Context: an optimization exercise on an open-source flow, tuned for a short achievable clock period and few clock cycles. The choices shown serve that exercise and are no tape-out recipe. At most, simulation tests tie the RTL to the original design; equivalence was not proved. Function not checked in runs 1, 4 and 5: the RTL went through the layout flow alone. Power is estimated from default activity; no workload was simulated.

--- design/flow/constraint.sdc ---
create_clock -name core_clock -period 7.5 [get_ports {clk}]
set_input_delay 1.5000 -clock core_clock [delete_from_list [all_inputs] [get_ports {clk}]]
set_output_delay 1.5000 -clock core_clock [all_outputs]
set_load 0.01 [all_outputs]
--- design/flow/run.sh ---
#!/bin/bash
# synth_recipe.tcl (not shown) runs the flow's synth.tcl, then flattens the netlist and writes it again
# the make line also repeats each setting of config.mk as NAME=value (left out here)
make -C /OpenROAD-flow-scripts/flow DESIGN_CONFIG=/design/flow/config.mk WORK_HOME=/design/flow/orfs CLKGATE_MAP_FILE= SYNTH_SCRIPT=/design/flow/synth_recipe.tcl finish
--- design/flow/design.v ---
module tsb_report_engine (
    input  wire       clk,
    input  wire       rst_n,        
    input  wire       fin_valid,
    output wire       fin_ready,
    input  wire [7:0] fin_data,
    input  wire       fin_req,      
    input  wire       fin_err,      
    output wire       out_valid,
    input  wire       out_ready,
    output wire [7:0] out_data,
    output wire       out_last
);
    localparam        NT  = 8;      
    localparam        TW  = 4;      
    localparam        NB  = 2;      
    localparam        BW  = 2;      
    localparam        PKT = 35;     
    localparam [15:0] SCAN_STEP = 16'd125;
    localparam [1:0] OUT_FRAME_OK  = 2'd0;
    localparam [1:0] OUT_NOT_READY = 2'd1;
    localparam [1:0] OUT_CORRUPT   = 2'd2;
    localparam [1:0] OUT_BUSFAIL   = 2'd3;
    integer e, s;
    reg        rdy_q;               
    wire       acc = fin_valid && rdy_q;
    reg        x_st;                
    reg  [2:0] x_pos;               
    reg        x_first;             
    reg        x_lastrec;           
    reg  [2:0] x_rem;               
    reg        x_tab;               
    wire       f_body = !fin_err && fin_data[7] && (fin_data[3:0] <= 4'd5) &&
                        (fin_data[2:0] != 3'd0);
    wire       f_rep  = fin_req && !(!fin_err && fin_data[7] && (fin_data[3:0] > 4'd5));
    wire       f_fin  = x_st ? !f_body : (x_lastrec && x_pos == 3'd7);
    always @(posedge clk) begin
        if (!rst_n) begin
            x_st <= 1'b1;
        end else if (acc) begin
            if (x_st) begin
                x_st      <= !f_body;
                x_pos     <= 3'd0;
                x_first   <= 1'b1;
                x_rem     <= fin_data[2:0] - 3'd1;
                x_lastrec <= (fin_data[2:0] == 3'd1);
                x_tab     <= f_rep;
            end else begin
                x_pos <= x_pos + 3'd1;
                if (x_pos == 3'd7) begin
                    x_st      <= x_lastrec;
                    x_first   <= 1'b0;
                    x_rem     <= x_rem - 3'd1;
                    x_lastrec <= (x_rem == 3'd1);
                end
            end
        end
    end
    reg        in_v;                
    reg  [7:0] in_d;
    reg        in_req, in_err;
    reg        in_st;               
    reg        in_fin;              
    reg        in_first;            
    reg        in_tab;              
    reg  [4:0] in_k;                
    always @(posedge clk) begin
        in_d     <= fin_data;
        in_req   <= fin_req;
        in_err   <= fin_err;
        in_st    <= x_st;
        in_fin   <= f_fin;
        in_first <= x_first;
        in_tab   <= x_tab;
        in_k     <= x_st ? 5'd0 : (5'd1 << x_pos);
        if (!rst_n)
            in_v <= 1'b0;
        else
            in_v <= acc;
    end
    reg  [NT-1:0] wt, rt;           
    reg  [NB-1:0] wb, rb;           
    reg  [TW-1:0] cnt_t;            
    reg  [BW-1:0] cnt_b;            
    reg  [4:0]    cur_sel;          
    wire       st_byte  = in_v && in_st;
    wire       commit   = in_v && in_fin;
    wire       commit_b = commit && !in_st && in_tab;
    wire       hdr_ok   = !in_err && in_d[7] && (in_d[3:0] <= 4'd5);
    wire [1:0] hdr_outc = in_err ? OUT_BUSFAIL :
                          !in_d[7] ? OUT_NOT_READY :
                          (in_d[3:0] > 4'd5) ? OUT_CORRUPT : OUT_FRAME_OK;
    reg  [4:0] id_sel;              
    always @(*) begin
        for (s = 0; s < 5; s = s + 1)
            id_sel[s] = (in_d[3:0] == s);
    end
    always @(posedge clk) begin
        if (in_v && in_k[0])
            cur_sel <= id_sel;
    end
    reg [2*NT-1:0]    tok_outc;
    reg [NT-1:0]      tok_rep;
    reg [NT-1:0]      tok_tab;      
    reg [3*NT-1:0]    tok_drop;
    reg [3*NT-1:0]    tok_tn;
    always @(posedge clk) begin
        for (e = 0; e < NT; e = e + 1) begin
            if (wt[e]) begin
                if (st_byte) begin
                    tok_outc[2*e +: 2] <= hdr_outc;
                    tok_rep[e]         <= in_req && (hdr_outc != OUT_CORRUPT);
                    tok_tab[e]         <= 1'b0;
                    tok_tn[3*e +: 3]   <= hdr_ok ? in_d[2:0] : 3'd0;
                    tok_drop[3*e +: 3] <= 3'd0;
                end
                if (in_v && in_k[0]) begin
                    tok_tab[e] <= in_tab;
                    if (id_sel == 5'd0)
                        tok_drop[3*e +: 3] <= tok_drop[3*e +: 3] + 3'd1;
                end
            end
        end
    end
    reg [5*NB-1:0]    tab_tip;
    reg [80*NB-1:0]   tab_x;        
    reg [80*NB-1:0]   tab_y;
    always @(posedge clk) begin
        for (e = 0; e < NB; e = e + 1) begin
            if (wb[e] && in_v && in_tab) begin
                if (in_k[0]) begin
                    if (in_first)
                        tab_tip[5*e +: 5] <= id_sel;
                    else
                        tab_tip[5*e +: 5] <= tab_tip[5*e +: 5] | id_sel;
                end
                for (s = 0; s < 5; s = s + 1) begin
                    if (cur_sel[s]) begin
                        if (in_k[1]) tab_x[80*e + 16*s +: 8]     <= in_d;
                        if (in_k[2]) tab_x[80*e + 16*s + 8 +: 8] <= in_d;
                        if (in_k[3]) tab_y[80*e + 16*s +: 8]     <= in_d;
                        if (in_k[4]) tab_y[80*e + 16*s + 8 +: 8] <= in_d;
                    end
                end
            end
        end
    end
    reg  [8*PKT-1:0] sb;            
    reg  [PKT-1:0]   sl;            
    reg              sv;            
    reg  [15:0]      scan_nx;       
    reg              ov, kv;        
    reg  [7:0]       od, kd;
    reg              ol, kl;
    wire s_adv = sv && !kv;         
    wire load  = (!sv || (s_adv && sl[0])) && (cnt_t != {TW{1'b0}});
    reg  [1:0]  h_outc;
    reg         h_rep, h_tab;
    reg  [2:0]  h_drop, h_tn;
    reg  [4:0]  h_tip;
    reg  [79:0] h_x, h_y;
    always @(*) begin
        h_outc = 2'd0; h_rep = 1'b0; h_tab = 1'b0; h_drop = 3'd0; h_tn = 3'd0;
        h_tip = 5'd0; h_x = 80'd0; h_y = 80'd0;
        for (e = 0; e < NT; e = e + 1) begin
            h_outc = h_outc | ({2{rt[e]}} & tok_outc[2*e +: 2]);
            h_rep  = h_rep  | (rt[e]      & tok_rep[e]);
            h_tab  = h_tab  | (rt[e]      & tok_tab[e]);
            h_drop = h_drop | ({3{rt[e]}} & tok_drop[3*e +: 3]);
            h_tn   = h_tn   | ({3{rt[e]}} & tok_tn[3*e +: 3]);
        end
        for (e = 0; e < NB; e = e + 1) begin
            h_tip  = h_tip  | ({5{rb[e]}}  & tab_tip[5*e +: 5]);
            h_x    = h_x    | ({80{rb[e]}} & tab_x[80*e +: 80]);
            h_y    = h_y    | ({80{rb[e]}} & tab_y[80*e +: 80]);
        end
    end
    wire [4:0] p_tip = h_tab ? h_tip : 5'd0;
    reg [8*PKT-1:0] pkt;
    always @(*) begin
        pkt = {8*PKT{1'b0}};
        pkt[7:0]   = {2'b00, (h_rep ? h_drop : 3'd0), h_rep, h_outc};
        pkt[15:8]  = 8'd1;
        pkt[31:16] = scan_nx;
        pkt[39:32] = {5'd0, h_tn};
        for (s = 0; s < 5; s = s + 1) begin
            pkt[8*(5+6*s) +: 8]  = s;
            pkt[8*(6+6*s) +: 8]  = {7'd0, p_tip[s]};
            pkt[8*(7+6*s) +: 16] = p_tip[s] ? h_x[16*s +: 16] : 16'd0;
            pkt[8*(9+6*s) +: 16] = p_tip[s] ? h_y[16*s +: 16] : 16'd0;
        end
    end
    always @(posedge clk) begin
        if (load) begin
            sb <= pkt;
            sl <= h_rep ? {1'b1, {PKT-1{1'b0}}} : {{PKT-1{1'b0}}, 1'b1};
        end else if (s_adv) begin
            sb <= {8'd0, sb[8*PKT-1:8]};
            sl <= {1'b0, sl[PKT-1:1]};
        end
    end
    always @(posedge clk) begin
        if (!rst_n) begin
            sv      <= 1'b0;
            scan_nx <= SCAN_STEP;
        end else if (load) begin
            sv      <= 1'b1;
            scan_nx <= scan_nx + SCAN_STEP;
        end else if (s_adv && sl[0]) begin
            sv      <= 1'b0;
        end
    end
    wire       o_move = !ov || out_ready;
    wire [7:0] o_nd   = kv ? kd : sb[7:0];
    wire       o_nl   = kv ? kl : sl[0];
    always @(posedge clk) begin
        if (!rst_n) begin
            od <= 8'd0;
            ol <= 1'b0;
            ov <= 1'b0;
            kv <= 1'b0;
        end else begin
            od <= ({8{o_move}} & o_nd) | ({8{!o_move}} & od);
            ol <= (o_move & o_nl) | (!o_move & ol);
            if (o_move) begin
                ov <= kv || s_adv;
                kv <= 1'b0;
            end else if (s_adv) begin
                kv <= 1'b1;
            end
        end
    end
    always @(posedge clk) begin
        if (!o_move && s_adv) begin
            kd <= sb[7:0];
            kl <= sl[0];
        end
    end
    wire          load_b  = load && h_tab;
    wire [TW-1:0] cnt_t_nx = cnt_t + {{TW-1{1'b0}}, commit}   - {{TW-1{1'b0}}, load};
    wire [BW-1:0] cnt_b_nx = cnt_b + {{BW-1{1'b0}}, commit_b} - {{BW-1{1'b0}}, load_b};
    reg rdy_nx;
    always @(*) begin
        if (acc) begin
            if (f_fin)
                rdy_nx = !(cnt_t_nx >= NT-1);
            else if (x_st)
                rdy_nx = !(f_rep && cnt_b_nx == NB);
            else
                rdy_nx = 1'b1;
        end else begin
            if (x_st)
                rdy_nx = !(cnt_t_nx == NT);
            else if (x_first && x_pos == 3'd0)
                rdy_nx = !(x_tab && cnt_b_nx == NB);
            else
                rdy_nx = 1'b1;
        end
    end
    always @(posedge clk) begin
        if (!rst_n) begin
            wt    <= {{NT-1{1'b0}}, 1'b1};
            rt    <= {{NT-1{1'b0}}, 1'b1};
            wb    <= {{NB-1{1'b0}}, 1'b1};
            rb    <= {{NB-1{1'b0}}, 1'b1};
            cnt_t <= {TW{1'b0}};
            cnt_b <= {BW{1'b0}};
            rdy_q <= 1'b1;
        end else begin
            if (commit)   wt <= {wt[NT-2:0], wt[NT-1]};
            if (load)     rt <= {rt[NT-2:0], rt[NT-1]};
            if (commit_b) wb <= {wb[NB-2:0], wb[NB-1]};
            if (load_b)   rb <= {rb[NB-2:0], rb[NB-1]};
            cnt_t <= cnt_t_nx;
            cnt_b <= cnt_b_nx;
            rdy_q <= rdy_nx;
        end
    end
    assign fin_ready = rdy_q;
    assign out_valid = ov;
    assign out_data  = od;
    assign out_last  = ol;
endmodule
--- design/flow/config.mk ---
export PLATFORM = sky130hd
export DESIGN_NAME = tsb_report_engine
export DESIGN_NICKNAME = tsb_report_engine
export VERILOG_FILES = /design/flow/design.v
export SDC_FILE = /design/flow/constraint.sdc
export NUM_CORES = 4
export LEC_CHECK = 0
export ABC_CLOCK_PERIOD_IN_PS = 2000
export CAP_MARGIN = 20
export CORE_MARGIN = 2
export CORE_UTILIZATION = 40
export SETUP_SLACK_MARGIN = 5
export SLEW_MARGIN = 20
export TNS_END_PERCENT = 100
==> results of run 1 <==
sequential cells by signal (all words and copies together), names as in the netlist, 3 cells and up, named ones only:
signal and cells:
sb 280, tab_x 160, tab_y 160, sl 35
tok_drop 24, tok_tn 24, scan_nx 16, tok_outc 16
tab_tip 10, in_d 8, kd 8, rt 8
tok_rep 8, tok_tab 8, wt 8, cur_sel 5
in_k 5, cnt_t 4, x_pos 3, x_rem 3
worst max-delay path: cells and delay by family, from the launching register on:
kind                       cells  cell delay, ns
buffers and inverters          6            0.49
and+or+nand+nor                3            0.57
AOI/OAI and AO/OA              2            0.32
DFF                            1            0.31
adders and majority gates      4            0.95
through the flow:
| step | total power (µW) | setup WS (ns) |
|---|---|---|
| floorplan | 8090 | 4.83 |
| global placement | 8780 | 3.55 |
| detailed placement | 8850 | 3.43 |
| CTS | 13600 | 4.65 |
| global route | 14200 | 4.63 |
| finish | 13600 | 4.72 |
per-layer routing:
layer / vias to the layer above / GRT usage, %
li1: 8559 / -
met1: 9274 / 22.9
met2: 469 / 28.9
met3: 111 / 2.95
met4: 0 / 5.60
met5: - / 0
how the worst max path moves through the flow:
stage                        start    end  slack, ns  cells after the start
final                     cnt_t[2]  rdy_q       4.72                     15
after CTS                 cnt_t[2]  rdy_q       4.65                     14
after global placement          kv  rdy_q       3.55                     12
after floorplan           cnt_t[2]  rdy_q       4.83                     14
after detailed placement        kv  rdy_q       3.43                     12
after global routing      cnt_t[2]  rdy_q       4.63                     14
report_power, final:
| part | internal, µW | switching, µW |
|---|---|---|
| sequential | 5970 | 438 |
| combinational | 1070 | 1910 |
| clock | 2490 | 1740 |
final cells by class:
class                           instances  area share, %
Timing Repair inverter                  2         0.0486
Tap cell                             1040           3.61
Antenna cell                            2         0.0139
Multi-Input combinational cell       1315           21.1
Clock buffer                          120           6.90
Sequential cell                       824           64.2
Inverter                               35          0.427
Clock inverter                         37          0.941
Timing Repair Buffer                   82           2.71
synthesized netlist by cell type (6+ instances only):
| cell | n | share of area, % |
|---|---|---|
| edfxtp_1 | 658 | 63 |
| nand2_1 | 473 | 5.7 |
| a22oi_1 | 190 | 4.6 |
| dfxtp_1 | 166 | 11 |
| o21ai_1 | 137 | 2.2 |
| clkbuf_1 | 107 | 1.3 |
| and2_1 | 91 | 1.8 |
| a21oi_1 | 88 | 1.4 |
| o21ai_0 | 53 | 0.85 |
| nor2_1 | 38 | 0.46 |
| nand3_1 | 36 | 0.58 |
| inv_1 | 32 | 0.39 |
| ha_1 | 24 | 0.96 |
| a21boi_0 | 18 | 0.43 |
| nor2b_1 | 18 | 0.36 |
| xnor2_1 | 16 | 0.45 |
| a22o_1 | 15 | 0.42 |
| and3_1 | 15 | 0.30 |
| mux2i_1 | 14 | 0.45 |
| buf_2 | 13 | 0.21 |
| buf_6 | 12 | 0.43 |
| nand4_1 | 8 | 0.16 |
| o211a_1 | 8 | 0.26 |
| nand3b_1 | 6 | 0.14 |
timing repair:
| action | 4_1_cts | 5_1_grt |
|---|---|---|
| endpoints found under the setup margin | 571 | 300 |
| buffers inserted | 23 | 11 |
| gates resized for setup | 113 | 38 |
| pin swaps | 9 | 13 |
| hold endpoints to repair | 0 | 0 |
| cloned | 9 | 1 |
cell families (layout without fill, tap and decap cells):
family / count (synthesis) / in the layout / share of synthesized area (%)
AND/OR/NAND/NOR: 714 / 716 / 10.4
buffers and inverters: 176 / 276 / 2.50
flip-flops: 824 / 824 / 74.1
AO/OA/AOI/OAI: 540 / 541 / 11.0
multiplexers: 14 / 14 / 0.450
other: 0 / 2 / 0
XOR/XNOR: 19 / 19 / 0.534
adder cells (fa/ha/maj): 25 / 25 / 1.03
==> run notes, run 1 <==
Final Non-Filler Cells=roughly 3.5k; drt drc=0; Critical Path RT=approximately 8 ns; Post-Syn Nets=around 2.4k; # H-tree levels=3; register area share after synthesis=74.1%; # placed instances=approximately 3.3k; Post-synth top flop=edfxtp_1; reg-to-reg startpoint=cnt_t[2]; Nets=~2.4k; Syn. warnings=1; GRT Util Overall=17.3%; pwr/cell area=378 nW/µm²; via count=around 18k; Final HPWL DP=roughly 36000 µm; Met3 Routed Length=about 3900 µm; met2 wire length=between 30000 and 40000 µm; DR WL/cell=20.3 µm; cell count after synthesis=2312; relative slew slack=about a third; first-pass GRT wire length=about 110000 µm; Least-Margin Pin Slew=between 1 and 1.5 ns; Iteration-0 DRC Markers=approximately 1.7k; Fin. Hold Viols=0; Unique masters post-synth=62; die area=~80000 µm²; starting density of the core=40.3%; met1 WL=roughly 30000 µm; CP startpoint kind=flip-flop; Root Driver=clkbuf_16; slowest CP cell=fa_1; Post-synth ARST share=0%; most frequent cells in the layout=edfxtp_1 (658), nand2_1 (472), a22oi_1 (190); critical path type=reg -> reg; design area=36000 µm²; Worst VDD drop=182 µV; Pins Over Slew Limit=0; vias in the first global route=around 18k; Layout Utilization=46.6%; number of fill cells in the layout=6833; Post-synth EDFFs=658; Clock Tree Buf Depth=3; commonest non-fill, non-tap cell in the layout=edfxtp_1; #FFs+latches synth=between 800 and 900; CTS buffer count=85; initial antenna violation count=2; Register Area=between 20000 and 25000 µm²; hold path startpoint=x_tab; placed inst area=around 32000 µm²; pin count of the biggest net entering global routing=99; row count=about 100; RD Place Congestion=0.759; Worst Reg-to-Reg Cells=15; WL final=70100 µm; Max Clk Rate=~360 MHz; Hold WS=0.393 ns; Worst Hold Depth=0; Pleak=around 0.012 µW; CTS tree=yes; area of the core=77300 µm²; clock sink count=around 820; GRT overflow=0; number of port buffers=24; Worst setup EP type=flip-flop; count of hold-fix buffers inserted at cts=0; clock skew=between 0.03 and 0.04 ns; height of the die=roughly 280 µm; Area Growth Syn to Fin=15.6%; capturing point of the worst reg2reg path=rdy_q; Tcrit/Tclk final=37.0%; highest net fanout along the worst path=4; I/O pin count=25; clock-pin slew on the worst setup and hold paths=0.06 ns; area of the multi-input gates=roughly 7600 µm²; clk latency of the worst-skew pair=about 0.64 ns; vias per inst=roughly 5.3; share of cells above drive strength 1=11.6%; most used cell, CP=ha_4; Setup TNS=0 ns; final number of setup-violating endpoints=0; slowest cell delay on critical path=around 0.43 ns; Hold EP=in_tab; Max-Cap Viols=0; RSZ-0062 raised after global routing=true; drt first pass iters=6; Arr. time, crit path=~3.3 ns; Min-Delay Path Class=reg -> reg; crit-path cells=inv_2 > ha_4 > nor3b_4 > a21o_4 > inv_16 > buf_16 > ha_4 > inv_4 > ha_4 > inv_2 > fa_1 > buf_4 > nand3b_1 > nand3_1 > a32oi_1; FF-to-FF setup slack=around 4.7 ns; Final ANT Viol Nets=0; max layer used=met4; status=timing/DRC/antenna clean; post-synthesis average cell area=roughly 13 µm²; Tmin final=between 2 and 3 ns; Mapped Area=31200 µm²; die width=approximately 280 µm
==> inputs of run 2 (changes only) <==
--- a/design/flow/design.v
+++ b/design/flow/design.v
@@ -13,7 +13,7 @@
 );
     localparam        NT  = 8;      
     localparam        TW  = 4;      
-    localparam        NB  = 2;      
+    localparam        NB  = 3;      
     localparam        BW  = 2;      
     localparam        PKT = 35;     
     localparam [15:0] SCAN_STEP = 16'd125;
==> run 2 against run 1 <==
  * Combinational power about the same
  * Cell area grew 17%
  * First-iteration DRC count grew 58%
  * Sequential share of layout area up 2.6 points
  * Wire length increased by 19%
==> run notes, run 2 <==
share of cells above drive strength 1=13.2% (was 11.6%); RSZ-0062 raised after global routing=true (unchanged); Hold EP=in_tab (unchanged); height of the die=307 µm (was 283 µm); RD Place Congestion=0.771 (was 0.759); Min-Delay Path Class=reg -> reg (unchanged); capturing point of the worst reg2reg path=rdy_q (unchanged); initial antenna violation count=0 (was 2); register area share after synthesis=76.6% (was 74.1%); slowest cell delay on critical path=0.48 ns (was 0.43 ns); area of the multi-input gates=8180 µm² (was 7620 µm²); critical path type=reg -> reg (unchanged); pin count of the biggest net entering global routing=89 (was 99); met3 usage in global routing=2.71% (was 2.95%); Least-Margin Pin Slew=0.844 ns (was 1.03 ns); Mapped Area=36600 µm² (was 31200 µm²); sequential share of power=48.4% (was 47.0%); CTS tree=yes (unchanged); #FFs+latches synth=991 (was 824); cell count after synthesis=2555 (was 2312); Max Clk Rate=346 MHz (was 360 MHz); via count=21.3k (was 18.4k); Tcrit/Tclk final=38.5% (was 37.0%); Arr. time, crit path=3.40 ns (was 3.27 ns); commonest cells in the netlist=edfxtp_1 (823), nand2_1 (489), o21ai_0 (189) (was edfxtp_1 (658), nand2_1 (473), a22oi_1 (190)); Setup TNS=0 ns (unchanged); Fin. Hold Viols=0 (unchanged); dpl ws=2.92 ns (was 3.43 ns); clock power share=32.2% (was 31.1%); CTS buffer count=99 (was 85); design area=42100 µm² (was 36000 µm²); DR WL/cell=21.9 µm (was 20.3 µm); Worst Reg-to-Reg Cells=13 (was 15); top-count cell post-synth=edfxtp_1 (unchanged); GRT overflow=0 (unchanged); drt drc=0 (unchanged); clk latency of the worst-skew pair=0.65 ns (was 0.64 ns); row count=110 (was 102); clock skew=0.0253 ns (was 0.0319 ns); number of fill cells in the layout=7680 (was 6833); status=timing/DRC/antenna clean (unchanged); met2 Usage GRT=29.6% (was 28.9%); Syn. warnings=1 (unchanged); die width=307 µm (was 283 µm); Final ANT Viol Nets=0 (unchanged); drt first pass iters=8 (was 6); Post-synth EDFFs=823 (was 658); Gate power share=19.4% (was 21.9%); Register Area=28100 µm² (was 23100 µm²); Post-Syn Nets=2594 (was 2351); vias per inst=5.57 (was 5.33); Unique masters post-synth=62 (unchanged); Synth area leader=edfxtp_1 (unchanged); top post-synthesis cells by area=edfxtp_1 (67%), dfxtp_1 (9.2%), nand2_1 (5.0%), a222oi_1 (4.5%), o21ai_0 (2.6%) (was edfxtp_1 (63%), dfxtp_1 (11%), nand2_1 (5.7%), a22oi_1 (4.6%), o21ai_1 (2.2%)); hold path startpoint=x_tab (unchanged); Largest regs=sb: 280 flops, tab_x: 240 flops, tab_y: 240 flops (was sb: 280 flops, tab_x: 160 flops, tab_y: 160 flops); post-synthesis average cell area=14.3 µm² (was 13.5 µm²); net switching power=4410 µW (was 4090 µW); Sw Share=28.8% (was 30.0%); Int Pwr=10900 µW (was 9520 µW); # H-tree levels=3 (unchanged); GRT Max-Usage Layer=met2 (unchanged); highest net fanout along the worst path=5 (was 4); CP startpoint kind=flip-flop (unchanged); clock-pin slew on the worst setup and hold paths=0.06 ns (about the same); antenna fix cells=0 (was 2); slowest CP cell=or4_1 (was fa_1); Worst VDD drop=188 µV (was 182 µV); commonest non-fill, non-tap cell in the layout=edfxtp_1 (unchanged); GRT Util Overall=17.5% (was 17.3%); share of the synthesized area in the top cell type=67.5% (was 63.4%); clock sink count=991 (was 824); crit-path cells=inv_2 > ha_2 > nor3b_4 > a21o_4 > buf_16 > inv_16 > ha_4 > inv_2 > ha_4 > fa_2 > or4_1 > o22ai_1 > a32oi_1 (was inv_2 > ha_4 > nor3b_4 > a21o_4 > inv_16 > buf_16 > ha_4 > inv_4 > ha_4 > inv_2 > fa_1 > buf_4 > nand3b_1 > nand3_1 > a32oi_1); Setup WS post-layout=4.61 ns (was 4.72 ns); vias in the first global route=21.6k (was 18.4k); register bank with the most flops=sb (unchanged); I/O pin count=25 (unchanged); Pins Over Slew Limit=0 (unchanged); Iteration-0 DRC Markers=2639 (was 1673); Worst Hold Depth=0 (unchanged); most frequent cells in the layout=edfxtp_1 (823), nand2_1 (488), o21ai_0 (187) (was edfxtp_1 (658), nand2_1 (472), a22oi_1 (190)); relative slew slack=43.1% (was 31.6%); area of the core=90400 µm² (was 77300 µm²); Worst setup EP type=flip-flop (unchanged); WL final=83700 µm (was 70100 µm); Final HPWL DP=43700 µm (was 36500 µm); Pleak=0.0140 µW (was 0.0125 µW); global routing usage on met1=23.4% (was 22.9%); Tmin final=2.89 ns (was 2.78 ns); Crit path max-delay family=adder cells (unchanged); Max-Cap Viols=0 (unchanged); Nets=2606 (was 2384); Area Growth Syn to Fin=15.0% (was 15.6%); Root Driver=clkbuf_16 (unchanged); starting density of the core=40.5% (was 40.3%); placed inst area=38000 µm² (was 32300 µm²); Clock Tree Buf Depth=3 (unchanged); Post-synth ARST share=0% (unchanged); Post-synth top flop=edfxtp_1 (unchanged); Largest register FFs=280 (unchanged); pwr/cell area=363 nW/µm² (was 378 nW/µm²); Critical Path RT=8.01 ns (was 7.99 ns); first-pass GRT wire length=128000 µm (was 108000 µm); final number of setup-violating endpoints=0 (unchanged); crit path buf inv count=4 (was 6); number of port buffers=24 (unchanged); reg-to-reg startpoint=cnt_t[3] (was cnt_t[2]); FF-to-FF setup slack=4.61 ns (was 4.72 ns); die area=94000 µm² (was 80200 µm²); Tot Pwr=15300 µW (was 13600 µW)
==> run 2: cells by family (layout without fill, tap and decap cells) <==
group                    Yosys count  after routing  share of synthesized area [%]
flip-flops                       991            991                           76.6
AND/OR/NAND/NOR                  757            762                           9.00
AO/OA/AOI/OAI                    544            544                           10.4
buffers and inverters            206            299                           2.22
adder cells (fa/ha/maj)           25             25                          0.874
XOR/XNOR                          19             19                          0.454
multiplexers                      13             13                          0.355
==> run 2: how the worst max path moves through the flow <==
stage                   from     end  slack, ns  depth (start not counted)
floorplan           cnt_t[2]   rdy_q       4.63                         14
global placement          kv  sb[57]       3.00                          9
detailed placement        kv  sb[74]       2.92                          9
CTS                 cnt_t[3]   rdy_q       4.62                         13
global route        cnt_t[2]   rdy_q       4.49                         14
finish              cnt_t[3]   rdy_q       4.61                         13
==> run 2: power by group through the flow <==
stage               Clock, µW  Sequential [µW]  Combinational, µW
floorplan                   0             7320               1820
global placement            0             7500               2450
detailed placement          0             7510               2510
CTS                      5010             7400               2920
global route             5240             7470               3250
finish                   4920             7400               2960
==> run 2: final cells by class <==
cell class / count / area share [%]
inverters: 40 / 0.404
multi-input cells: 1363 / 19.4
flip-flops and latches: 991 / 66.8
well taps: 1176 / 3.49
repair buffers: 72 / 2.17
clock inverters: 52 / 1.26
clock buffers: 135 / 6.47
==> run 2: per-stage QoR <==
stage	cells	hold WS [ns]	util [%]
after floorplan	2555	0.345	-
after CTS	3826	0.396	46.4
after detailed placement	3615	0.378	42.0
after global placement	3615	0.364	42.0
after global routing	3829	0.422	46.6
final	3829	0.397	46.6
==> run 2: layer usage <==
metal,wire (µm),vias to the layer above
li1,-,9734
met1,35700,10800
met4,2240,0
met3,5030,131
met2,40700,702
met5,0,-
==> run 2: what timing repair did <==
action / in CTS / in global routing
pin swaps: 4 / 3
endpoints found under the hold margin: 0 / 0
setup endpoints to repair: 1041 / 712
cloned: 7 / 2
hold buffers: 0 / 0
gates resized for setup: 183 / 35
buffers inserted: 17 / 1
==> run 2: worst register-to-register path: cells and delay by family (launching register included) <==
family                     cells  cell delay (ns)
buffers and inverters          4             0.25
AOI/OAI and AO/OA              3             0.40
adders and majority gates      4             0.99
and+or+nand+nor                2             0.78
DFF                            1             0.32
Testbench counts of run 2, summed over its fixed seeds: cycles 141,069.
==> inputs of run 3 (changes only) <==
--- a/design/flow/design.v
+++ b/design/flow/design.v
@@ -12,9 +12,7 @@
     output wire       out_last
 );
     localparam        NT  = 8;      
-    localparam        TW  = 4;      
     localparam        NB  = 3;      
-    localparam        BW  = 2;      
     localparam        PKT = 35;     
     localparam [15:0] SCAN_STEP = 16'd125;
     localparam [1:0] OUT_FRAME_OK  = 2'd0;
@@ -80,8 +78,8 @@
     end
     reg  [NT-1:0] wt, rt;           
     reg  [NB-1:0] wb, rb;           
-    reg  [TW-1:0] cnt_t;            
-    reg  [BW-1:0] cnt_b;            
+    reg  [NT-1:0] cnt_t;            
+    reg  [NB-1:0] cnt_b;            
     reg  [4:0]    cur_sel;          
     wire       st_byte  = in_v && in_st;
     wire       commit   = in_v && in_fin;
@@ -153,7 +151,7 @@
     reg  [7:0]       od, kd;
     reg              ol, kl;
     wire s_adv = sv && !kv;         
-    wire load  = (!sv || (s_adv && sl[0])) && (cnt_t != {TW{1'b0}});
+    wire load  = (!sv || (s_adv && sl[0])) && cnt_t[0];
     reg  [1:0]  h_outc;
     reg         h_rep, h_tab;
     reg  [2:0]  h_drop, h_tn;
@@ -237,22 +235,24 @@
         end
     end
     wire          load_b  = load && h_tab;
-    wire [TW-1:0] cnt_t_nx = cnt_t + {{TW-1{1'b0}}, commit}   - {{TW-1{1'b0}}, load};
-    wire [BW-1:0] cnt_b_nx = cnt_b + {{BW-1{1'b0}}, commit_b} - {{BW-1{1'b0}}, load_b};
+    wire [NT-1:0] cnt_t_nx = (commit && !load) ? {cnt_t[NT-2:0], 1'b1} :
+                             (load && !commit) ? {1'b0, cnt_t[NT-1:1]} : cnt_t;
+    wire [NB-1:0] cnt_b_nx = (commit_b && !load_b) ? {cnt_b[NB-2:0], 1'b1} :
+                             (load_b && !commit_b) ? {1'b0, cnt_b[NB-1:1]} : cnt_b;
     reg rdy_nx;
     always @(*) begin
         if (acc) begin
             if (f_fin)
-                rdy_nx = !(cnt_t_nx >= NT-1);
+                rdy_nx = !cnt_t_nx[NT-2];
             else if (x_st)
-                rdy_nx = !(f_rep && cnt_b_nx == NB);
+                rdy_nx = !(f_rep && cnt_b_nx[NB-1]);
             else
                 rdy_nx = 1'b1;
         end else begin
             if (x_st)
-                rdy_nx = !(cnt_t_nx == NT);
+                rdy_nx = !cnt_t_nx[NT-1];
             else if (x_first && x_pos == 3'd0)
-                rdy_nx = !(x_tab && cnt_b_nx == NB);
+                rdy_nx = !(x_tab && cnt_b_nx[NB-1]);
             else
                 rdy_nx = 1'b1;
         end
@@ -263,8 +263,8 @@
             rt    <= {{NT-1{1'b0}}, 1'b1};
             wb    <= {{NB-1{1'b0}}, 1'b1};
             rb    <= {{NB-1{1'b0}}, 1'b1};
-            cnt_t <= {TW{1'b0}};
-            cnt_b <= {BW{1'b0}};
+            cnt_t <= {NT{1'b0}};
+            cnt_b <= {NB{1'b0}};
             rdy_q <= 1'b1;
         end else begin
             if (commit)   wt <= {wt[NT-2:0], wt[NT-1]};
==> run 3 against run 2 <==
  * Critical path type is now reg -> out
  * Maximum frequency is 11% higher
  * Register-to-register slack better by 0.49 ns
  * Combinational power is 57% lower
  * Worst setup slack better by 0.29 ns
  * Sequential cell count is 5 higher
  * Clock-buffer cell count is 5 lower
  * Global-route usage is 0.21 points lower
  * Critical path depth is 12 lower
  * Critical endpoint is now out_data[0]
  * Highest routed layer unchanged
  * First-iteration DRC count is 0.87% lower
  * Still clean on timing, DRC and antenna
  * Power is 13% lower
==> run notes, run 3 <==
status=timing/DRC/antenna clean (unchanged); Max-Cap Viols=0 (unchanged); Root Driver=clkbuf_16 (unchanged); area of the core=91400 µm² (was 90400 µm²); relative slew slack=33.4% (was 43.1%); crit-path cells=buf_6 (was inv_2 > ha_2 > nor3b_4 > a21o_4 > buf_16 > inv_16 > ha_4 > inv_2 > ha_4 > fa_2 > or4_1 > o22ai_1 > a32oi_1); RD Place Congestion=0.763 (was 0.771); GRT Util Overall=17.3% (was 17.5%); Hold WS=0.407 ns (was 0.397 ns); post-synthesis average cell area=14.3 µm² (about the same); Pleak=0.0136 µW (was 0.0140 µW); Final Non-Filler Cells=3847 (was 3829); top post-synthesis cells by area=edfxtp_1 (67%), dfxtp_1 (9.4%), nand2_1 (4.8%), a222oi_1 (4.5%), o21ai_0 (2.5%) (was edfxtp_1 (67%), dfxtp_1 (9.2%), nand2_1 (5.0%), a222oi_1 (4.5%), o21ai_0 (2.6%)); slowest CP cell=dfxtp_2 (was or4_1); clk latency of the worst-skew pair=0.67 ns (was 0.65 ns); most frequent cells in the layout=edfxtp_1 (823), nand2_1 (469), o21ai_0 (183) (was edfxtp_1 (823), nand2_1 (488), o21ai_0 (187)); Worst Reg-to-Reg Cells=3 (was 13); cell count after synthesis=2571 (was 2555); Largest register FFs=280 (unchanged); Setup TNS=0 ns (unchanged); Iteration-0 DRC Markers=2616 (was 2639); Area Growth Syn to Fin=14.8% (was 15.0%); share of the synthesized area in the top cell type=67.3% (was 67.5%); Worst setup EP type=output port (was flip-flop); DR WL/cell=21.6 µm (was 21.9 µm); Max Clk Rate=385 MHz (was 346 MHz); Fin. Hold Viols=0 (unchanged); Unique masters post-synth=57 (was 62); Final HPWL DP=42700 µm (was 43700 µm); CP startpoint kind=flip-flop (unchanged); GRT overflow=0 (unchanged); number of port buffers=24 (unchanged); max layer used=met4 (unchanged); clock-pin slew on the worst setup and hold paths=0.06 ns (about the same); Final ANT Viol Nets=0 (unchanged); capturing point of the worst reg2reg path=sb[205] (was rdy_q); end of the critical path=out_data[0] (was rdy_q); Synth area leader=edfxtp_1 (unchanged); I/O pin count=25 (unchanged); clock sink count=996 (was 991); register area share after synthesis=76.7% (was 76.6%); reg-to-reg startpoint=rb[1] (was cnt_t[3]); Min-Delay Path Class=reg -> reg (unchanged); WL final=83200 µm (was 83700 µm); critical path type=reg -> out (was reg -> reg); starting density of the core=40.2% (was 40.5%); highest net fanout along the worst path=2 (was 5); Mapped Area=36700 µm² (was 36600 µm²); Largest regs=sb: 280 flops, tab_x: 240 flops, tab_y: 240 flops (unchanged); vias per inst=5.63 (was 5.57); register bank with the most flops=sb (unchanged); # H-tree levels=3 (unchanged); antenna fix cells=0 (unchanged); FF-to-FF setup slack=5.10 ns (was 4.61 ns); Tcrit/Tclk final=34.7% (was 38.5%); # placed instances=3640 (was 3615); Post-Syn Nets=2606 (was 2594); row count=111 (was 110); Tmin final=2.60 ns (was 2.89 ns); Met3 Routed Length=4880 µm (was 5030 µm); CTS buffer count=101 (was 99); Syn. warnings=1 (unchanged); Post-synth ARST share=0% (unchanged); pin count of the biggest net entering global routing=164 (was 89); Least-Margin Pin Slew=0.999 ns (was 0.844 ns); Pins Over Slew Limit=0 (unchanged); die width=307 µm (about the same); drt drc=0 (unchanged); met2 wire length=41600 µm (was 40700 µm); initial antenna violation count=0 (unchanged); drt first pass iters=7 (was 8); cell count along the critical path=1 (was 13); met1 WL=35000 µm (was 35700 µm); share of cells above drive strength 1=13.4% (was 13.2%); slowest cell delay on critical path=0.33 ns (was 0.48 ns); die area=94300 µm² (was 94000 µm²); Worst VDD drop=215 µV (was 188 µV); Nets=2611 (was 2606); via count=21.7k (was 21.3k); height of the die=307 µm (about the same); RSZ-0062 raised after global routing=true (unchanged); Arr. time, crit path=1.10 ns (was 3.40 ns); Crit path max-delay family=flip-flops (was adder cells); Post-synth EDFFs=823 (unchanged); crit path buf inv count=1 (was 4); commonest non-fill, non-tap cell in the layout=edfxtp_1 (unchanged); final number of setup-violating endpoints=0 (unchanged); top-count cell post-synth=edfxtp_1 (unchanged); Post-synth top flop=edfxtp_1 (unchanged); first-pass GRT wire length=127000 µm (was 128000 µm); Critical Path RT=6.00 ns (was 8.01 ns); vias in the first global route=21.8k (was 21.6k); pwr/cell area=315 nW/µm² (was 363 nW/µm²); clock skew=0.0242 ns (was 0.0253 ns); #FFs+latches synth=996 (was 991); Clock Tree Buf Depth=3 (unchanged); commonest cells in the netlist=edfxtp_1 (823), nand2_1 (472), o21ai_0 (185) (was edfxtp_1 (823), nand2_1 (489), o21ai_0 (189)); CTS tree=yes (unchanged)
## run 3: cell count changes after synthesis, moves of 8 or more
cell / previous run / this run
buf_2: 19 / 9
a211oi_1: 0 / 12
a21oi_1: 88 / 126
and2_1: 50 / 39
mux2i_1: 13 / 23
nand2_1: 489 / 472
a21boi_0: 21 / 0
a22o_1: 9 / 17
nor2_1: 87 / 104
## run 3: final cells by class
cell class              count  area [µm²]
flip-flops and latches    996       28200
clock buffers             130        2780
multi-input cells        1369        8120
repair buffers             69         795
inverters                  39         166
clock inverters            58         588
well taps                1186        1480
fillers                  7845       49200
## run 3: layer usage
metal  vias up  global-route usage (%)
met1     11000                    22.8
met2       740                    30.1
met4         0                    5.12
met5         -                       0
li1       9859                       -
met3       113                    2.19
## run 3: logic make-up (layout without fill, tap and decap cells)
group | Yosys count | count (layout) | share of synthesized area, %
xor gates and xnor gates | 7 | 7 | 0.167
and+or+nand+nor | 737 | 738 | 8.62
muxes | 24 | 24 | 0.657
AOI/OAI and AO/OA | 579 | 579 | 11.0
buffers and inverters | 207 | 296 | 2.20
DFF | 996 | 996 | 76.7
adders and majority gates | 21 | 21 | 0.715
## run 3: power by group
group | switching, µW | leakage, µW | total [µW] | internal [µW]
registers | 293 | 0.00897 | 6970 | 6670
logic | 859 | 0.00297 | 1280 | 422
clock network | 2080 | 0.00166 | 5040 | 2960
total | 3230 | 0.0136 | 13300 | 10100
## run 3: timing repair
item,CTS,global route
resized for setup,172,27
buffers inserted,9,7
hold buffers,0,0
cloned,2,0
pin swaps,3,1
setup endpoints to repair,956,505
endpoints found under the hold margin,0,0
## run 3: worst min path at each step
stage / start / end / slack, ns / cells after the start
6_report: x_tab / in_tab / 0.41 / 0
5_1_grt: x_tab / in_tab / 0.41 / 0
4_1_cts: x_tab / in_tab / 0.41 / 0
3_5_place_dp: x_tab / in_tab / 0.40 / 0
3_3_place_gp: x_tab / in_tab / 0.40 / 0
2_1_floorplan: x_first / in_first / 0.34 / 0
## run 3: metrics by stage
stage	power (µW)	instance area, µm²	utilization [%]	setup slack, ns
global placement	8250	38100	41.7	3.07
finish	13300	42200	46.1	4.90
detailed placement	8280	38200	41.8	2.93
global route	13800	42200	46.1	4.86
CTS	13400	42000	45.9	4.86
floorplan	7830	36800	-	4.81
Testbench counts of run 3, summed over its fixed seeds: cycles 141,069.
==> inputs of run 4 (changes only) <==
--- a/design/flow/design.v
+++ b/design/flow/design.v
@@ -143,15 +143,11 @@
             end
         end
     end
-    reg  [8*PKT-1:0] sb;            
-    reg  [PKT-1:0]   sl;            
-    reg              sv;            
-    reg  [15:0]      scan_nx;       
+    reg  [PKT-1:0]   pos;           
+    reg  [15:0]      scan_cur;      
     reg              ov, kv;        
     reg  [7:0]       od, kd;
     reg              ol, kl;
-    wire s_adv = sv && !kv;         
-    wire load  = (!sv || (s_adv && sl[0])) && cnt_t[0];
     reg  [1:0]  h_outc;
     reg         h_rep, h_tab;
     reg  [2:0]  h_drop, h_tn;
@@ -179,7 +175,7 @@
         pkt = {8*PKT{1'b0}};
         pkt[7:0]   = {2'b00, (h_rep ? h_drop : 3'd0), h_rep, h_outc};
         pkt[15:8]  = 8'd1;
-        pkt[31:16] = scan_nx;
+        pkt[31:16] = scan_cur;
         pkt[39:32] = {5'd0, h_tn};
         for (s = 0; s < 5; s = s + 1) begin
             pkt[8*(5+6*s) +: 8]  = s;
@@ -188,29 +184,32 @@
             pkt[8*(9+6*s) +: 16] = p_tip[s] ? h_y[16*s +: 16] : 16'd0;
         end
     end
-    always @(posedge clk) begin
-        if (load) begin
-            sb <= pkt;
-            sl <= h_rep ? {1'b1, {PKT-1{1'b0}}} : {{PKT-1{1'b0}}, 1'b1};
+    reg [7:0] p_byte;               
+    always @(*) begin
+        p_byte = 8'd0;
+        for (s = 0; s < PKT; s = s + 1)
+            p_byte = p_byte | ({8{pos[s]}} & pkt[8*s +: 8]);
+    end
+    wire p_last = h_rep ? pos[PKT-1] : pos[0];
+    wire s_v    = cnt_t[0];                 
+    wire s_adv  = s_v && !kv;               
+    wire load   = s_adv && p_last;          
+    always @(posedge clk) begin
+        if (!rst_n) begin
+            pos      <= {{PKT-1{1'b0}}, 1'b1};
+            scan_cur <= SCAN_STEP;
         end else if (s_adv) begin
-            sb <= {8'd0, sb[8*PKT-1:8]};
-            sl <= {1'b0, sl[PKT-1:1]};
-        end
-    end
-    always @(posedge clk) begin
-        if (!rst_n) begin
-            sv      <= 1'b0;
-            scan_nx <= SCAN_STEP;
-        end else if (load) begin
-            sv      <= 1'b1;
-            scan_nx <= scan_nx + SCAN_STEP;
-        end else if (s_adv && sl[0]) begin
-            sv      <= 1'b0;
+            if (p_last) begin
+                pos      <= {{PKT-1{1'b0}}, 1'b1};
+                scan_cur <= scan_cur + SCAN_STEP;
+            end else begin
+                pos <= {pos[PKT-2:0], 1'b0};
+            end
         end
     end
     wire       o_move = !ov || out_ready;
-    wire [7:0] o_nd   = kv ? kd : sb[7:0];
-    wire       o_nl   = kv ? kl : sl[0];
+    wire [7:0] o_nd   = kv ? kd : p_byte;
+    wire       o_nl   = kv ? kl : p_last;
     always @(posedge clk) begin
         if (!rst_n) begin
             od <= 8'd0;
@@ -230,8 +229,8 @@
     end
     always @(posedge clk) begin
         if (!o_move && s_adv) begin
-            kd <= sb[7:0];
-            kl <= sl[0];
+            kd <= p_byte;
+            kl <= p_last;
         end
     end
     wire          load_b  = load && h_tab;
==> run 4 against run 3 <==
  * Still clean
  * Final cell count down 25%
  * Clock power down 28%
  * Via count down 18%
  * Clock-buffer cell count down 37
  * Core utilization up 1.8 points
  * Die area down 25%
  * Sequential share of layout area down 3.9 points
  * Synthesized area down 26%
  * Register-to-register slack worse by 0.33 ns
  * Worst setup slack worse by 0.13 ns
  * Maximum frequency down 4.9%
  * Wire length down 7.6%
  * Critical path type is now reg -> reg
  * Highest routed layer unchanged
==> run notes, run 4 <==
status=timing/DRC/antenna clean (unchanged); number of fill cells in the layout=5628 (was 7845); pwr/cell area=261 nW/µm² (was 315 nW/µm²); drt first pass iters=6 (was 7); Pleak=0.0103 µW (was 0.0136 µW); Min-Delay Path Class=reg -> reg (unchanged); Hold WS=0.386 ns (was 0.407 ns); commonest non-fill, non-tap cell in the layout=edfxtp_1 (unchanged); # placed instances=2691 (was 3640); clock sink count=715 (was 996); Final Non-Filler Cells=2892 (was 3847); drt drc=0 (unchanged); Nets=1998 (was 2611); dpl ws=4.06 ns (was 2.93 ns); area of the core=67400 µm² (was 91400 µm²); row count=95 (was 111); most frequent cells in the layout=edfxtp_1 (598), nand2_1 (216), a222oi_1 (160) (was edfxtp_1 (823), nand2_1 (469), o21ai_0 (183)); Setup WS post-layout=4.77 ns (was 4.90 ns); share of cells above drive strength 1=17.7% (was 13.4%); area of the multi-input gates=6800 µm² (was 8120 µm²); CTS tree=yes (unchanged); Max-Cap Viols=0 (unchanged); clock-pin slew on the worst setup and hold paths=0.06 ns (about the same); Worst VDD drop=171 µV (was 215 µV); via count=17.7k (was 21.7k); Setup TNS=0 ns (unchanged); #FFs+latches synth=715 (was 996); top-count cell post-synth=edfxtp_1 (unchanged); slowest CP cell=a2111o_1 (was dfxtp_2); RD Place Congestion=0.857 (was 0.763); CTS buffer count=72 (was 101); slowest cell delay on critical path=0.48 ns (was 0.33 ns); commonest cells in the netlist=edfxtp_1 (598), nand2_1 (223), a222oi_1 (160) (was edfxtp_1 (823), nand2_1 (472), o21ai_0 (185)); crit-path cells=buf_4 > buf_12 > buf_16 > a222oi_1 > buf_4 > a41oi_2 > o21a_1 > a2111o_1 > o311a_1 (was buf_6); RSZ-0062 raised after global routing=true (unchanged); vias per inst=6.11 (was 5.63); relative slew slack=38.8% (was 33.4%); most used cell, CP=buf_4; Tmin final=2.73 ns (was 2.60 ns); critical path type=reg -> reg (was reg -> out); WL final=76800 µm (was 83200 µm); CP startpoint kind=flip-flop (unchanged); highest net fanout along the worst path=17 (was 2); Synth area leader=edfxtp_1 (unchanged); register area share after synthesis=74.2% (was 76.7%); Post-synth top flop=edfxtp_1 (unchanged); Max Clk Rate=366 MHz (was 385 MHz); Root Driver=clkbuf_16 (unchanged); Register Area=20400 µm² (was 28200 µm²); cell count after synthesis=1887 (was 2571); height of the die=265 µm (was 307 µm); clk latency of the worst-skew pair=0.62 ns (was 0.67 ns); Final HPWL DP=41400 µm (was 42700 µm); final number of setup-violating endpoints=0 (unchanged); Post-synth ARST share=0% (unchanged); Least-Margin Pin Slew=0.906 ns (was 0.999 ns); Critical Path RT=8.00 ns (was 6.00 ns); Pins Over Slew Limit=0 (unchanged); share of the synthesized area in the top cell type=65.7% (was 67.3%); Tcrit/Tclk final=36.4% (was 34.7%); Post-synth EDFFs=598 (was 823); post-synthesis average cell area=14.5 µm² (was 14.3 µm²); die width=265 µm (was 307 µm); starting density of the core=40.6% (was 40.2%); die area=70500 µm² (was 94300 µm²); Crit path max-delay family=compound AO/OA/AOI/OAI gates (was flip-flops); Clock Tree Buf Depth=3 (unchanged); Final ANT Viol Nets=0 (unchanged); number of port buffers=24 (unchanged); first-pass GRT wire length=112000 µm (was 127000 µm); DR WL/cell=26.6 µm (was 21.6 µm); Unique masters post-synth=64 (was 57); Largest regs=tab_x: 240 flops, tab_y: 240 flops, pos: 35 flops (was sb: 280 flops, tab_x: 240 flops, tab_y: 240 flops); clock skew=0.0278 ns (was 0.0242 ns); pin count of the biggest net entering global routing=81 (was 164); top post-synthesis cells by area=edfxtp_1 (66%), dfxtp_1 (8.6%), a222oi_1 (5.9%), nand2_1 (3.1%), o22ai_1 (1.7%) (was edfxtp_1 (67%), dfxtp_1 (9.4%), nand2_1 (4.8%), a222oi_1 (4.5%), o21ai_0 (2.5%)); Layout Utilization=47.9% (was 46.1%); GRT overflow=0 (unchanged); Mapped Area=27300 µm² (was 36700 µm²); Area Growth Syn to Fin=18.1% (was 14.8%); crit path buf inv count=4 (was 1); Arr. time, crit path=3.23 ns (was 1.10 ns); Syn. warnings=1 (unchanged); I/O pin count=25 (unchanged); Iteration-0 DRC Markers=2673 (was 2616); Post-Syn Nets=1922 (was 2606); vias in the first global route=17.0k (was 21.8k); Worst setup EP type=flip-flop (was output port); initial antenna violation count=1 (was 0); GRT Util Overall=21.3% (was 17.3%); Fin. Hold Viols=0 (unchanged); # H-tree levels=3 (unchanged)
-- run 4: cell count changes after synthesis, moves of 18 or more --
cell	previous run	this run
inv_1	36	61
o22ai_1	0	73
dfxtp_1	173	117
nand2_1	472	223
edfxtp_1	823	598
clkbuf_1	139	67
and2_1	39	5
o21ai_0	185	91
a21boi_0	0	22
a21oi_1	126	48
a22oi_1	32	50
-- run 4: cell type report --
type / count / area share, %
timing repair buffer: 115 / 4.46
clock inverter: 36 / 1.22
inverter: 63 / 0.763
sequential: 715 / 63.1
clock buffer: 93 / 6.05
tap: 873 / 3.38
multi-input combinational: 996 / 21.1
antenna: 1 / 0.00775
-- run 4: metrics by stage --
stage               power, µW  instance area (µm²)
floorplan                4660                27400
global placement         4790                28400
detailed placement       4800                28400
CTS                      8430                31700
global route             8650                32300
finish                   8420                32300
-- run 4: power breakdown --
group / leakage [µW] / switching [µW] / total (µW) / internal (µW)
Clock: 0.00114 / 1490 / 3610 / 2120
Combinational: 0.00285 / 270 / 437 / 168
Sequential: 0.00635 / 42.4 / 4380 / 4330
-- run 4: cell families after synthesis --
logic type	Yosys count	share of synthesized area, %
simple gates	437	7.03
fa+ha+maj	21	0.961
mux	9	0.334
xor+xnor	6	0.192
compound gates	523	14.5
buf+inv	176	2.75
flops	715	74.2
-- run 4: per-layer routing --
layer / vias to the layer above / track usage [%] / routed length (µm)
met5: - / 0 / 0
met4: 0 / 8.31 / 2640
li1: 7726 / - / -
met2: 930 / 33.4 / 35800
met3: 142 / 3.61 / 7220
met1: 8862 / 29.6 / 31200
-- run 4: repair_timing --
action / in CTS / in global routing
gates resized for setup: 208 / 60
buffers inserted: 19 / 39
pin swaps: 46 / 50
endpoints found under the setup margin: 613 / 80
gates cloned: 11 / 2
hold buffers: 0 / 0
-- run 4: final timing paths --
kind | cells after the start | from | to | slack [ns]
setup / recovery | 9 | rb[0] | flip-flop | 4.77
hold / removal | 0 | x_tab | in_tab | 0.39
setup reg to reg | 9 | rb[0] | flip-flop | 4.77
hold reg to reg | 0 | x_tab | in_tab | 0.39
==> inputs of run 5 (changes only) <==
--- a/design/flow/design.v
+++ b/design/flow/design.v
@@ -192,7 +192,11 @@
     end
     wire p_last = h_rep ? pos[PKT-1] : pos[0];
     wire s_v    = cnt_t[0];                 
-    wire s_adv  = s_v && !kv;               
+    reg        bv;
+    reg  [7:0] bd;
+    reg        bl;
+    wire b_adv  = bv && !kv;                
+    wire s_adv  = s_v && (!bv || b_adv);    
     wire load   = s_adv && p_last;          
     always @(posedge clk) begin
         if (!rst_n) begin
@@ -208,8 +212,19 @@
         end
     end
     wire       o_move = !ov || out_ready;
-    wire [7:0] o_nd   = kv ? kd : p_byte;
-    wire       o_nl   = kv ? kl : p_last;
+    wire [7:0] o_nd   = kv ? kd : bd;
+    wire       o_nl   = kv ? kl : bl;
+    always @(posedge clk) begin
+        if (!rst_n) begin
+            bd <= 8'd0;
+            bl <= 1'b0;
+            bv <= 1'b0;
+        end else begin
+            bd <= ({8{s_adv}} & p_byte) | ({8{!s_adv}} & bd);
+            bl <= (s_adv & p_last) | (!s_adv & bl);
+            bv <= s_adv || (bv && !b_adv);
+        end
+    end
     always @(posedge clk) begin
         if (!rst_n) begin
             od <= 8'd0;
@@ -220,17 +235,17 @@
             od <= ({8{o_move}} & o_nd) | ({8{!o_move}} & od);
             ol <= (o_move & o_nl) | (!o_move & ol);
             if (o_move) begin
-                ov <= kv || s_adv;
+                ov <= kv || bv;
                 kv <= 1'b0;
-            end else if (s_adv) begin
+            end else if (b_adv) begin
                 kv <= 1'b1;
             end
         end
     end
     always @(posedge clk) begin
-        if (!o_move && s_adv) begin
-            kd <= p_byte;
-            kl <= p_last;
+        if (!o_move && b_adv) begin
+            kd <= bd;
+            kl <= bl;
         end
     end
     wire          load_b  = load && h_tab;
==> run 5 against run 4 <==
  * Largest cell class unchanged
  * Sequential share of layout area increased by 1.1 points
  * Sequential cell count increased by 10
  * Still clean on timing, DRC and antenna
  * Highest routed layer unchanged
  * Maximum frequency increased by 6.0%
  * Clock skew increased by 0.00059 ns
  * First-iteration DRC count decreased by 4.5%
  * Final cell count decreased by 0.14%
  * Synthesized area increased by 0.45%
  * Core utilization decreased by 0.94 points
  * Via count decreased by 2.7%
  * Critical path depth decreased by 8
==> run notes, run 5 <==
clock-pin slew on the worst setup and hold paths=0.06 ns (about the same); Nets=1977 (was 1998); share of cells above drive strength 1=15.5% (was 17.7%); Max Clk Rate=388 MHz (was 366 MHz); slowest cell delay on critical path=0.35 ns (was 0.48 ns); Pleak=0.0104 µW (was 0.0103 µW); Min-Delay Path Class=reg -> reg (unchanged); die area=70800 µm² (was 70500 µm²); drt first pass iters=9 (was 6); reg-to-reg startpoint=rb[0] (unchanged); crit path launch=ov (was rb[0]); top post-synthesis cells by area=edfxtp_1 (65%), dfxtp_1 (9.3%), a222oi_1 (5.8%), nand2_1 (3.2%), o22ai_1 (1.9%) (was edfxtp_1 (66%), dfxtp_1 (8.6%), a222oi_1 (5.9%), nand2_1 (3.1%), o22ai_1 (1.7%)); crit-path cells=buf_6 (was buf_4 > buf_12 > buf_16 > a222oi_1 > buf_4 > a41oi_2 > o21a_1 > a2111o_1 > o311a_1); Post-Syn Nets=1937 (was 1922); Iteration-0 DRC Markers=2553 (was 2673); Mapped Area=27500 µm² (was 27300 µm²); antenna fix cells=0 (was 1); drt drc=0 (unchanged); Worst VDD drop=136 µV (was 171 µV); number of port buffers=24 (unchanged); hold path startpoint=x_tab (unchanged); die width=266 µm (was 265 µm); crit path buf inv count=1 (was 4); vias per inst=5.95 (was 6.11); RSZ-0062 raised after global routing=true (unchanged); commonest cells in the netlist=edfxtp_1 (598), nand2_1 (231), a222oi_1 (160) (was edfxtp_1 (598), nand2_1 (223), a222oi_1 (160)); initial antenna violation count=0 (was 1); Final ANT Viol Nets=0 (unchanged); RD Place Congestion=0.837 (was 0.857); I/O pin count=25 (unchanged); Root Driver=clkbuf_16 (unchanged); row count=96 (was 95); Layout Utilization=47.0% (was 47.9%); clock sink count=725 (was 715); Tmin final=2.58 ns (was 2.73 ns); pwr/cell area=269 nW/µm² (was 261 nW/µm²); clk latency of the worst-skew pair=0.63 ns (was 0.62 ns); Largest regs=tab_x: 240 flops, tab_y: 240 flops, pos: 35 flops (unchanged); share of the synthesized area in the top cell type=65.4% (was 65.7%); vias in the first global route=16.6k (was 17.0k); relative slew slack=43.2% (was 38.8%); Arr. time, crit path=1.08 ns (was 3.23 ns); final number of setup-violating endpoints=0 (unchanged); CTS tree=yes (unchanged); register area share after synthesis=74.6% (was 74.2%); Crit path max-delay family=flip-flops (was compound AO/OA/AOI/OAI gates); most frequent cells in the layout=edfxtp_1 (598), nand2_1 (227), a222oi_1 (160) (was edfxtp_1 (598), nand2_1 (216), a222oi_1 (160)); cell count after synthesis=1902 (was 1887); clock skew=0.0284 ns (was 0.0278 ns); Critical Path RT=6.00 ns (was 8.00 ns); slowest CP cell=dfxtp_4 (was a2111o_1); Fin. Hold Viols=0 (unchanged); Tcrit/Tclk final=34.4% (was 36.4%); Post-synth ARST share=0% (unchanged); Post-synth top flop=edfxtp_1 (unchanged); Clock Tree Buf Depth=3 (unchanged); critical path type=reg -> out (was reg -> reg); top-count cell post-synth=edfxtp_1 (unchanged); area of the core=68200 µm² (was 67400 µm²); CP startpoint kind=flip-flop (unchanged); WL final=71500 µm (was 76800 µm); starting density of the core=40.3% (was 40.6%); CTS buffer count=77 (was 72); Final HPWL DP=40900 µm (was 41400 µm); #FFs+latches synth=725 (was 715); status=timing/DRC/antenna clean (unchanged); DR WL/cell=24.8 µm (was 26.6 µm); Area Growth Syn to Fin=16.7% (was 18.1%); GRT overflow=0 (unchanged); Syn. warnings=1 (unchanged); height of the die=266 µm (was 265 µm); Post-synth EDFFs=598 (unchanged); commonest non-fill, non-tap cell in the layout=edfxtp_1 (unchanged); Max-Cap Viols=0 (unchanged); count of hold-fix buffers inserted at cts=0 (unchanged); via count=17.2k (was 17.7k); Worst setup EP type=output port (was flip-flop); Unique masters post-synth=55 (was 64); # H-tree levels=3 (unchanged); Least-Margin Pin Slew=0.843 ns (was 0.906 ns); highest net fanout along the worst path=2 (was 17); pin count of the biggest net entering global routing=73 (was 81); first-pass GRT wire length=106000 µm (was 112000 µm); post-synthesis average cell area=14.4 µm² (was 14.5 µm²); Synth area leader=edfxtp_1 (unchanged); GRT Util Overall=19.9% (was 21.3%); Setup TNS=0 ns (unchanged); Pins Over Slew Limit=0 (unchanged)
## run 5: final timing paths
path / cells past startpoint / slack, ns / endpoint
hold reg to reg: 0 / 0.38 / in_tab
setup / recovery: 1 / 4.92 / out_valid
hold / removal: 0 / 0.38 / in_tab
setup reg to reg: 7 / 5.04 / flip-flop
## run 5: layout make-up
cell class / count / area, µm²
Multi-Input combinational cell: 1000 / 6690
Timing Repair Buffer: 77 / 903
Sequential cell: 725 / 20600
Tap cell: 882 / 1100
Inverter: 60 / 235
Clock inverter: 48 / 408
Fill cell: 5835 / 36200
Timing Repair inverter: 1 / 5.00
Clock buffer: 95 / 2130
## run 5: stage by stage
stage          setup slack, ns  power (µW)  area, µm²  cells  hold WS (ns)
2_1_floorplan             5.00        4720      27600   1902         0.345
3_3_place_gp              3.82        4860      28600   2710         0.366
3_5_place_dp              3.66        4870      28600   2710         0.366
4_1_cts                   4.90        8670      31700   2877         0.377
5_1_grt                   4.89        8880      32000   2888         0.406
6_report                  4.92        8630      32000   2888         0.375
## run 5: timing repair
item | CTS | global route
resized for setup | 174 | 46
pin swaps | 10 | 17
gates cloned | 1 | 3
setup buffers | 23 | 8
endpoints found under the setup margin | 605 | 61
## run 5: report_power, final
part	switching, µW	internal (µW)	total (µW)
Combinational	253	142	395
Sequential	55.9	4390	4450
Clock	1560	2230	3790
Total	1870	6770	8630
## run 5: logic make-up after synthesis
group	after synthesis	synth area share, %
DFF	725	74.6
AOI/OAI and AO/OA	499	13.8
and+or+nand+nor	451	7.08
buffers and inverters	177	2.45
muxes	23	0.843
adders and majority gates	21	0.957
xor gates and xnor gates	6	0.191
## run 5: routing by layer
metal	vias to the layer above	wire (µm)	global-route usage, %
met5	-	0	0
met4	0	2090	7.41
met3	118	5930	4.10
met2	747	33600	30.8
met1	8658	29800	27.7
li1	7661	-	-
==> inputs of run 6 (changes only) <==
--- a/design/flow/design.v
+++ b/design/flow/design.v
@@ -253,20 +253,22 @@
                              (load && !commit) ? {1'b0, cnt_t[NT-1:1]} : cnt_t;
     wire [NB-1:0] cnt_b_nx = (commit_b && !load_b) ? {cnt_b[NB-2:0], 1'b1} :
                              (load_b && !commit_b) ? {1'b0, cnt_b[NB-1:1]} : cnt_b;
+    wire [NT-1:0] cnt_t_fc = commit   ? {cnt_t[NT-2:0], 1'b1} : cnt_t;
+    wire [NB-1:0] cnt_b_fc = commit_b ? {cnt_b[NB-2:0], 1'b1} : cnt_b;
     reg rdy_nx;
     always @(*) begin
         if (acc) begin
             if (f_fin)
-                rdy_nx = !cnt_t_nx[NT-2];
+                rdy_nx = !cnt_t_fc[NT-2];
             else if (x_st)
-                rdy_nx = !(f_rep && cnt_b_nx[NB-1]);
+                rdy_nx = !(f_rep && cnt_b_fc[NB-1]);
             else
                 rdy_nx = 1'b1;
         end else begin
             if (x_st)
-                rdy_nx = !cnt_t_nx[NT-1];
+                rdy_nx = !cnt_t_fc[NT-1];
             else if (x_first && x_pos == 3'd0)
-                rdy_nx = !(x_tab && cnt_b_nx[NB-1]);
+                rdy_nx = !(x_tab && cnt_b_fc[NB-1]);
             else
                 rdy_nx = 1'b1;
         end
==> run 6 against run 5 <==
  * Highest routed layer is now met5
  * Final cell count is 0.69% lower
  * Sequential share of layout area hardly changed
  * Global-route usage is 0.47 points lower
==> run notes, run 6 <==
Fin. Hold Viols=0 (unchanged); RD Place Congestion=0.818 (was 0.837); Pleak=0.0101 µW (was 0.0104 µW); Least-Margin Pin Slew=1.05 ns (was 0.843 ns); placed inst area=28700 µm² (was 28600 µm²); Worst setup EP type=flip-flop (was output port); drt first pass iters=8 (was 9); vias in the first global route=16.7k (was 16.6k); clk latency of the worst-skew pair=0.62 ns (was 0.63 ns); Max-Cap Viols=0 (unchanged); Area Growth Syn to Fin=16.4% (was 16.7%); die width=266 µm (about the same); I/O pin count=25 (unchanged); Mapped Area=27500 µm² (about the same); WL final=71100 µm (was 71500 µm); first-pass GRT wire length=104000 µm (was 106000 µm); GRT overflow=0 (unchanged); height of the die=266 µm (about the same); cell count after synthesis=1890 (was 1902); most frequent cells in the layout=edfxtp_1 (598), nand2_1 (220), a222oi_1 (160) (was edfxtp_1 (598), nand2_1 (227), a222oi_1 (160)); top post-synthesis cells by area=edfxtp_1 (65%), dfxtp_1 (9.2%), a222oi_1 (5.8%), nand2_1 (3.0%), o22ai_1 (1.9%) (was edfxtp_1 (65%), dfxtp_1 (9.3%), a222oi_1 (5.8%), nand2_1 (3.2%), o22ai_1 (1.9%)); row count=96 (unchanged); largest family of logic cells by synthesized area=compound AO/OA/AOI/OAI gates (unchanged); area of the core=68300 µm² (was 68200 µm²); Min-Delay Path Class=reg -> reg (unchanged); Setup TNS=0 ns (unchanged); Post-Syn Nets=1923 (was 1937); Worst VDD drop=180 µV (was 136 µV); die area=70900 µm² (was 70800 µm²); Critical Path RT=7.74 ns (was 6.00 ns); Clock Tree Buf Depth=3 (unchanged); final number of setup-violating endpoints=0 (unchanged); clock sink count=725 (unchanged); commonest cells in the netlist=edfxtp_1 (598), nand2_1 (223), a222oi_1 (160) (was edfxtp_1 (598), nand2_1 (231), a222oi_1 (160)); DR WL/cell=24.8 µm (about the same); commonest non-fill, non-tap cell in the layout=edfxtp_1 (unchanged); #FFs+latches synth=725 (unchanged); Root Driver=clkbuf_16 (unchanged); Iteration-0 DRC Markers=2661 (was 2553); Post-synth EDFFs=598 (unchanged); starting density of the core=40.3% (about the same); Tcrit/Tclk final=35.5% (was 34.4%); share of cells above drive strength 1=15.5% (about the same); post-synthesis average cell area=14.6 µm² (was 14.4 µm²); dpl ws=3.94 ns (was 3.66 ns); Largest regs=tab_x: 240 flops, tab_y: 240 flops, pos: 35 flops (unchanged); drt drc=0 (unchanged); relative slew slack=29.6% (was 43.2%); count of hold-fix buffers inserted at cts=0 (unchanged); via count=17.1k (was 17.2k); Post-synth top flop=edfxtp_1 (unchanged); Synth area leader=edfxtp_1 (unchanged); share of the synthesized area in the top cell type=65.2% (was 65.4%); number of port buffers=24 (unchanged); status=timing/DRC/antenna clean (unchanged); Final ANT Viol Nets=0 (unchanged); Tmin final=2.66 ns (was 2.58 ns); Pins Over Slew Limit=0 (unchanged); CTS tree=yes (unchanged); CTS buffer count=74 (was 77); CP startpoint kind=flip-flop (unchanged); Nets=1960 (was 1977); Simple-Gate Fraction of Synth Area=7.11% (was 7.08%); register area share after synthesis=74.5% (was 74.6%); Setup WS post-layout=4.84 ns (was 4.92 ns); Unique masters post-synth=60 (was 55); clock skew=0.0215 ns (was 0.0284 ns); Layout Utilization=46.9% (was 47.0%); critical path type=reg -> reg (was reg -> out); Hold WS=0.383 ns (was 0.375 ns); top-count cell post-synth=edfxtp_1 (unchanged); clock-pin slew on the worst setup and hold paths=0.06 ns (about the same); design area=32000 µm² (about the same); Final HPWL DP=39800 µm (was 40900 µm); Post-synth ARST share=0% (unchanged); pwr/cell area=266 nW/µm² (was 269 nW/µm²); post-synthesis adder-cell area fraction=0.864% (was 0.957%); pin count of the biggest net entering global routing=82 (was 73); # H-tree levels=3 (unchanged); Arr. time, crit path=2.90 ns (was 1.08 ns); Syn. warnings=1 (unchanged); highest net fanout along the worst path=21 (was 2); post-synthesis xor/xnor area fraction=0.286% (was 0.191%); RSZ-0062 raised after global routing=true (unchanged); mux cell area share after synthesis=1.14% (was 0.843%); GRT Util Overall=19.4% (was 19.9%); compound-gate portion of the synthesized area=13.8% (about the same); vias per inst=5.96 (was 5.95); number of fill cells in the layout=5794 (was 5835); initial antenna violation count=2 (was 0); Max Clk Rate=375 MHz (was 388 MHz)
[run 6: metal layers]
layer | vias to the layer above | part of all wire [%] | GRT usage, %
li1 | 7623 | - | -
met1 | 8535 | 41 | 26.5
met2 | 801 | 47 | 30.1
met3 | 140 | 9.0 | 4.26
met4 | 2 | 3.5 | 8.20
met5 | - | 0.018 | 0
[run 6: final cells by class]
| type | instances | area, µm² | area share [%] |
|---|---|---|---|
| Antenna cell | 1 | 2.50 | 0.00781 |
| Sequential cell | 725 | 20600 | 64.2 |
| Timing Repair Buffer | 73 | 858 | 2.68 |
| Tap cell | 882 | 1100 | 3.45 |
| Multi-Input combinational cell | 997 | 6810 | 21.3 |
| Clock buffer | 101 | 2120 | 6.63 |
| Inverter | 56 | 234 | 0.730 |
| Clock inverter | 33 | 342 | 1.07 |
[run 6: critical path: stages, from the launching register on]
cell and delay [ns]:
dfxtp_2 0.57, nand3_2 0.88, nor2_2 0.79
[run 6: cell families (layout without fill, tap and decap cells)]
family                   after synthesis  in the layout
flip-flops                           725            725
AO/OA/AOI/OAI                        492            493
AND/OR/NAND/NOR                      444            445
buffers and inverters                170            263
multiplexers                          31             31
adder cells (fa/ha/maj)               19             19
XOR/XNOR                               9              9
other                                  0              1
[run 6: repair_timing]
item                                   CTS  global route
pin swaps                                8             6
setup endpoints to repair              608           557
setup buffers                           11            18
endpoints found under the hold margin    0             0
gates resized for setup                159            57
cloned                                   3             2
[run 6: where the power goes]
part	internal, µW	total (µW)	switching (µW)
logic	122	353	231
clock network	2230	3740	1510
registers	4390	4430	46.3
[run 6: final timing paths]
| check | from | to | slack (ns) | cells after the start |
|---|---|---|---|---|
| worst max-delay path | in_v | tab_x[215] | 4.84 | 2 |
| worst max register to register | in_v | tab_x[215] | 4.84 | 2 |
| worst min-delay path | x_tab | in_tab | 0.38 | 0 |
| worst min register to register | x_tab | in_tab | 0.38 | 0 |
[run 6: per-stage QoR]
stage	std cells	power, µW
finish	2868	8520
global route	2867	8770
CTS	2847	8560
detailed placement	2699	4830
global placement	2699	4820
floorplan	1890	4700
Testbench counts of run 6, summed over its fixed seeds: cycles 141,162.

[what the ideal ports hide]
How much do the figures lean on ideal ports? The routed layouts below were timed once more, with nothing changed but the port constraints.
Step 1, drivers: a clkbuf_16 drives clk and a buf_2 each remaining input, both assumed.
Step 2, shift: input delay + t, output delay - t, t = (earliest + latest rising clock arrival at the registers) / 2. This alone moves slack from input paths to output paths.
a / b / c = no drivers / after step 1 / after step 2; a / b = the first two.
| run | t, ns | setup WS [ns] |
|---|---|---|
| run 1 | 0.689 | 4.722 / 4.722 / 4.303 |
| run 2 | 0.702 | 4.611 / 4.611 / 4.171 |
| run 3 | 0.720 | 4.900 / 4.837 / 4.355 |
| run 4 | 0.665 | 4.767 / 4.767 / 4.533 |
| run 5 | 0.676 | 4.921 / 4.859 / 4.455 |
| run 6 | 0.669 | 4.836 / 4.836 / 4.445 |
After both steps every run listed still meets setup and hold.
